This is an optimization exercise on Yosys and OpenROAD, whose aim is small area, a short achievable clock period and few clock cycles, not a production implementation. Function was checked by simulation only, so behaviour that the tests miss may differ from the original. Power and IR drop assume default switching activity.

==> design.v <==
module nasa_fa (
    input  wire       clk,
    input  wire       rst,
    input  wire       in_valid,
    input  wire [7:0] in_data,
    output wire       in_ready,
    output reg        pl_valid,
    output reg  [7:0] pl_data,
    output reg        pl_last,
    output reg        pl_empty
);
    localparam [7:0] STX     = 8'h32;
    localparam [7:0] ETX     = 8'h34;
    localparam       DEPTH   = 128;    
    localparam       LEN_CAP = 128;    
    localparam [3:0] S_IDLE   = 4'd0,
                     S_STEP1  = 4'd1,
                     S_SCAN   = 4'd2,
                     S_STEP3  = 4'd3,
                     S_LENHI  = 4'd4,
                     S_LENLO  = 4'd5,
                     S_STEP5  = 4'd6,
                     S_ETX    = 4'd7,
                     S_CRC    = 4'd8,
                     S_CRCFHI = 4'd9,
                     S_CRCFLO = 4'd10,
                     S_EMIT   = 4'd11;
    reg [7:0] buf_mem [0:DEPTH-1];
    reg [6:0] head;
    reg [7:0] cnt;           
    reg [3:0]  state;
    reg [7:0]  k;            
    reg [7:0]  len_hi;       
    reg [7:0]  tlen;         
    reg [15:0] crc;
    reg [7:0]  crcf_hi;
    reg  [7:0] rd_off;
    wire [6:0] rd_idx  = head + rd_off[6:0];
    wire [7:0] rd_byte = buf_mem[rd_idx];
    always @* begin
        case (state)
            S_LENHI:  rd_off = 8'd1;
            S_LENLO:  rd_off = 8'd2;
            S_ETX:    rd_off = tlen - 8'd1;
            S_CRCFHI: rd_off = tlen - 8'd3;
            S_CRCFLO: rd_off = tlen - 8'd2;
            default:  rd_off = k;
        endcase
    end
    function [15:0] crc_step(input [15:0] c_in, input [7:0] b);
        integer i;
        reg [15:0] c;
        begin
            c = c_in ^ {b, 8'h00};
            for (i = 0; i < 8; i = i + 1)
                c = c[15] ? ({c[14:0], 1'b0} ^ 16'h1021) : {c[14:0], 1'b0};
            crc_step = c;
        end
    endfunction
    wire [15:0] len_field = {len_hi, rd_byte};
    wire [6:0]  wr_idx    = head + cnt[6:0];
    assign in_ready = (state == S_IDLE);
    always @(posedge clk) begin
        if (in_valid && in_ready)
            buf_mem[wr_idx] <= in_data;
    end
    always @(posedge clk) begin
        if (rst) begin
            state    <= S_IDLE;
            head     <= 7'd0;
            cnt      <= 8'd0;
            k        <= 8'd0;
            len_hi   <= 8'd0;
            tlen     <= 8'd0;
            crc      <= 16'd0;
            crcf_hi  <= 8'd0;
            pl_valid <= 1'b0;
            pl_data  <= 8'd0;
            pl_last  <= 1'b0;
            pl_empty <= 1'b0;
        end else begin
            pl_valid <= 1'b0;
            pl_last  <= 1'b0;
            pl_empty <= 1'b0;
            case (state)
                S_IDLE: begin
                    if (in_valid) begin
                        cnt   <= cnt + 8'd1;
                        state <= S_STEP1;
                    end
                end
                S_STEP1: begin
                    k <= 8'd0;
                    if (cnt == 8'd0) state <= S_IDLE;
                    else             state <= S_SCAN;
                end
                S_SCAN: begin
                    if (rd_byte == STX) begin
                        head  <= head + k[6:0];
                        cnt   <= cnt - k;
                        state <= S_STEP3;
                    end else if (k == cnt - 8'd1) begin
                        cnt   <= 8'd0;
                        state <= S_IDLE;
                    end else begin
                        k <= k + 8'd1;
                    end
                end
                S_STEP3: begin
                    if (cnt < 8'd3) state <= S_IDLE;
                    else            state <= S_LENHI;
                end
                S_LENHI: begin
                    len_hi <= rd_byte;
                    state  <= S_LENLO;
                end
                S_LENLO: begin
                    if (len_field > LEN_CAP - 2 || len_field < 16'd4) begin
                        head  <= head + 7'd1;
                        cnt   <= cnt - 8'd1;
                        state <= S_STEP1;
                    end else begin
                        tlen  <= len_field[7:0] + 8'd2;
                        state <= S_STEP5;
                    end
                end
                S_STEP5: begin
                    if (cnt < tlen) state <= S_IDLE;
                    else            state <= S_ETX;
                end
                S_ETX: begin
                    k   <= 8'd3;
                    crc <= 16'd0;
                    if (rd_byte != ETX) begin
                        head  <= head + 7'd1;
                        cnt   <= cnt - 8'd1;
                        state <= S_STEP1;
                    end else begin
                        state <= S_CRC;
                    end
                end
                S_CRC: begin
                    if (k == tlen - 8'd3) begin
                        state <= S_CRCFHI;
                    end else begin
                        crc <= crc_step(crc, rd_byte);
                        k   <= k + 8'd1;
                    end
                end
                S_CRCFHI: begin
                    crcf_hi <= rd_byte;
                    state   <= S_CRCFLO;
                end
                S_CRCFLO: begin
                    k <= 8'd3;
                    if ({crcf_hi, rd_byte} != crc) begin
                        head  <= head + 7'd1;
                        cnt   <= cnt - 8'd1;
                        state <= S_STEP1;
                    end else begin
                        state <= S_EMIT;
                    end
                end
                S_EMIT: begin
                    pl_valid <= 1'b1;
                    if (tlen == 8'd6) begin
                        pl_empty <= 1'b1;
                        pl_last  <= 1'b1;
                    end else begin
                        pl_data <= rd_byte;
                        pl_last <= (k == tlen - 8'd4);
                        k       <= k + 8'd1;
                    end
                    if (tlen == 8'd6 || k == tlen - 8'd4) begin
                        head  <= head + tlen[6:0];
                        cnt   <= cnt - tlen;
                        state <= S_STEP1;
                    end
                end
                default: state <= S_IDLE;
            endcase
        end
    end
endmodule
==> run.sh <==
#!/bin/bash
# synth_recipe.tcl (not shown) runs the flow's synth.tcl, then flattens the netlist and writes it again
# the make line also repeats each setting of config.mk as NAME=value (left out here)
make -C /OpenROAD-flow-scripts/flow DESIGN_CONFIG=/design/flow/config.mk WORK_HOME=/design/flow/orfs CLKGATE_MAP_FILE= SYNTH_SCRIPT=/design/flow/synth_recipe.tcl finish
==> config.mk <==
export PLATFORM = sky130hd
export DESIGN_NAME = nasa_fa
export DESIGN_NICKNAME = nasa_fa
export VERILOG_FILES = /design/flow/design.v
export SDC_FILE = /design/flow/constraint.sdc
export NUM_CORES = 4
export LEC_CHECK = 0
export CAP_MARGIN = 20
export CORE_MARGIN = 2
export CORE_UTILIZATION = 40
export SLEW_MARGIN = 20
==> constraint.sdc <==
create_clock -name core_clock -period 10.0 [get_ports {clk}]
set_input_delay 2.0000 -clock core_clock [delete_from_list [all_inputs] [get_ports {clk}]]
set_output_delay 2.0000 -clock core_clock [all_outputs]
set_load 0.01 [all_outputs]
==> summary.txt <==
- Status: finished clean
- Routability cong.: 0.890
- Final Max Slew Viols: 0
- Vias in the first global route: 28600
- Syn nets: 3658
- Post-CTS sizing: 0
- Area leader, netlist: edfxtp_1
- Worst-path clk slew: 0.06 ns
- Clk root buf: clkbuf_16
- Number of diodes: 0
- Register area share after synthesis: 66.0%
- Iter 0 DRT Violations: 3079
- Least-Margin Pin Slew: 1.13 ns
- Synth Area per Inst: ~14 sq um
- Full die area: 125000 sq um
- Max rail drop VDD: approximately 0.22 mV
- Final setup fails: 0
- Area grow syn2layout: 10.2%
- Worst-skew pair later-pin latency: around 0.74 ns
- Fill count: 10800
- Worst hold path class: flop to flop
- Io pins: 23
- Chip Height: 354 microns
- Worst setup SP type: flop
- Commonest cells post-synth: edfxtp_1, nand3_1, mux2i_1, nor2_1, nand4_1
- I/O Buffers: 22
- Via density per instance: between 5 and 6
- WHS: 0.501 ns
- Cell area after synthesis: 48900 sq um
- Hold Vio Cnt, Final: 0
- EDFF count, synth: 1024
- Yosys reg bits: 1102
- Share of the synthesized area in the top cell type: 62.8%
- H-tree lvl count: 3
- Post-route minimum period: 8.12 ns
- Placed Cells: 5043
- Die width: 354 microns
- Layout cell share with drive strength beyond 1: 7.04%
- HPWL after detailed placement: 77.3 mm
- Routed WL: 128 mm
- Wire length of the first global-routing pass: 190 mm
- CTS tree: built
- Setup TNS: 0 ns
- Fin cells: 5248
- Postcts setup bufs: 0
- Fraction of registers with async set/reset: 0%
- Nets@finish: 3597
- CTS sink cnt: 1102
- DR WL/cell: 24.4 microns
- Setup crit end kind: flop
- Max-Slew Margin vs Limit: 24.5%
- Dominant cells by area after synthesis: edfxtp_1, mux2i_1, nand3_1
- Initial core utilization: 40.3%
- Final Cycle Share: approximately four fifths
- DRC viols: 0
- Most frequent cell after synthesis: edfxtp_1
- Longest Clk Path Bufs: 3
- Reg2Reg Setup Slack: 1.88 ns
- Leakage Power: ~0.017 uW
- Worst Setup Path Type: flop to flop
- DR vias: 29900
- Placed cell areas: 50400 sq um
- Final Skew: between 0.06 and 0.07 ns
- RSZ-0062 raised after global routing: false
- Row Count: 128
- Critical Path RT: 10.67 ns
- Initial antenna violation count: 0
- Total track usage: 20.1%
- Post-layout util: 44.3%
- DRT Pass-1 Iters: 6
- Total congestion overflow: 0
- Post-Syn Instances: 3594
- CP max FO: 29
- Worst Path Arrival: 8.79 ns
- Total core area: 122000 sq um
- Post-synthesis cell type count: 84
- Top FF cell, synth: edfxtp_1
- MaxCap Viol Count: 0
- Largest net degree at the start of global routing: 168
- Max Clock Freq: 123 MHz
- Power density cells: 271 nW/um^2
- TritonCTS Buffers: between 100 and 150
- Final instance area: 53900 sq um
- Antenna viol nets, final: 0
- Cts hold-fix bufs: 0
- Yosys Warn Count: 1
-- through the flow --
step                      worst slack [ns]  total power (uW)
after floorplan                       4.45              9000
after global placement                2.13             10700
after detailed placement              2.00             10600
after CTS                             2.00             14700
after global routing                  1.28             15200
final                                 1.88             14600
-- path summary, 6_finish.rpt --
| check | cells past startpoint | startpoint | to |
|---|---|---|---|
| max | 20 | state[0]$_SDFFE_PP0P_ | cnt[7]$_SDFFE_PP0P_ |
| min reg2reg | 2 | pl_data[0]$_SDFFE_PP0P_ | pl_data[0]$_SDFFE_PP0P_ |
| max reg2reg | 20 | state[0]$_SDFFE_PP0P_ | cnt[7]$_SDFFE_PP0P_ |
| min | 2 | pl_data[0]$_SDFFE_PP0P_ | pl_data[0]$_SDFFE_PP0P_ |
-- report_power, final --
| part | total [uW] | internal, uW | switching (uW) | leakage [uW] |
|---|---|---|---|---|
| clock network | 4060 | 2280 | 1780 | 0.00172 |
| logic | 5410 | 1770 | 3650 | 0.00530 |
| registers | 5160 | 5090 | 69.5 | 0.00983 |
-- per-layer routing --
| metal | vias up | routed length (microns) | global-route usage [%] |
|---|---|---|---|
| li1 | 13600 | - | - |
| met1 | 15000 | 56100 | 28.5 |
| met2 | 1129 | 58700 | 31.2 |
| met3 | 202 | 9540 | 3.65 |
| met4 | 0 | 3820 | 6.75 |
| met5 | - | 0 | 0 |
-- worst max-delay path, cell delays in order, from the launching register on --
cell,delay (ns)
dfxtp_1,0.74
nor2b_2,0.35
nand3_1,0.67
o21ai_0,0.39
a21oi_1,0.10
o21ai_0,0.32
ha_1,0.36
a21oi_1,0.18
nand2_2,0.17
xnor2_4,0.59
buf_4,0.49
buf_4,0.34
mux2i_1,0.24
o32ai_1,0.19
o21ai_1,0.39
nand2_1,0.25
or3_4,0.43
o311ai_4,0.70
nand3_2,0.45
or4_1,0.58
nand2_1,0.07
-- registers in the layout, summed over array words and instances (netlist names) --
name and count:
head 7, crc 16, pl_data 8, pl_empty 1
pl_last 1, crcf_hi 8, buf_mem 1024, pl_valid 1
k 8, tlen 8, state 4, cnt 8
len_hi 8
-- layout by cell type, fill, tap and decap left out, types with 47 or more instances in the layout --
cell type  count
buf_4         49
xnor2_1       74
dfxtp_1       78
mux2i_1      538
nor3_1        49
nand3_1      549
edfxtp_1    1024
ha_1          47
nand2_1       68
nor2_1       319
a21oi_1       72
nand4_1      140
clkbuf_16    115
-- cell families (layout without fill, tap and decap cells) --
group / count (synthesis) / in the layout / share of synthesized area (%)
AND/OR/NAND/NOR: 1219 / 1219 / 12.2
XOR/XNOR: 108 / 108 / 2.00
flip-flops: 1102 / 1102 / 66.0
adder cells (fa/ha/maj): 53 / 53 / 1.43
multiplexers: 538 / 538 / 11.0
AO/OA/AOI/OAI: 281 / 281 / 4.13
buffers and inverters: 293 / 322 / 3.18
-- layout make-up --
type | instances | area (sq um) | area share (%)
Sequential cell | 1102 | 32300 | 59.9
Multi-Input combinational cell | 2199 | 15100 | 28.1
Clock buffer | 144 | 3010 | 5.58
Tap cell | 1625 | 2030 | 3.77
Timing Repair Buffer | 75 | 734 | 1.36
Clock inverter | 61 | 517 | 0.959
Inverter | 42 | 165 | 0.306
Testbench counts, summed over its fixed seeds: cycles 153,438.

[port drivers added, routing unchanged]
How much do the figures lean on ideal ports? The routed layout below was timed once more, with nothing changed but the port constraints. Step 1 assumes that a clkbuf_16 drives the clock port and a buf_2 every other input. Step 2 adds t to the input delays and takes it off the output delays; t is the mean of the earliest and latest rising clock arrival at the registers after step 1. Input paths then give back, and output paths get back, about the clock's delay inside the block. Slacks: ideal / step 1 / step 2; pairs: ideal / step 1.
t, ns: 0.786
setup WS [ns]: 1.881 / 1.881 / 1.881
worst setup path at the end: register to register
After both steps this run still meets setup and hold. For this run, drivers alone change the setup slack by 0.000 ns; drivers and shift together by 0.000 ns.
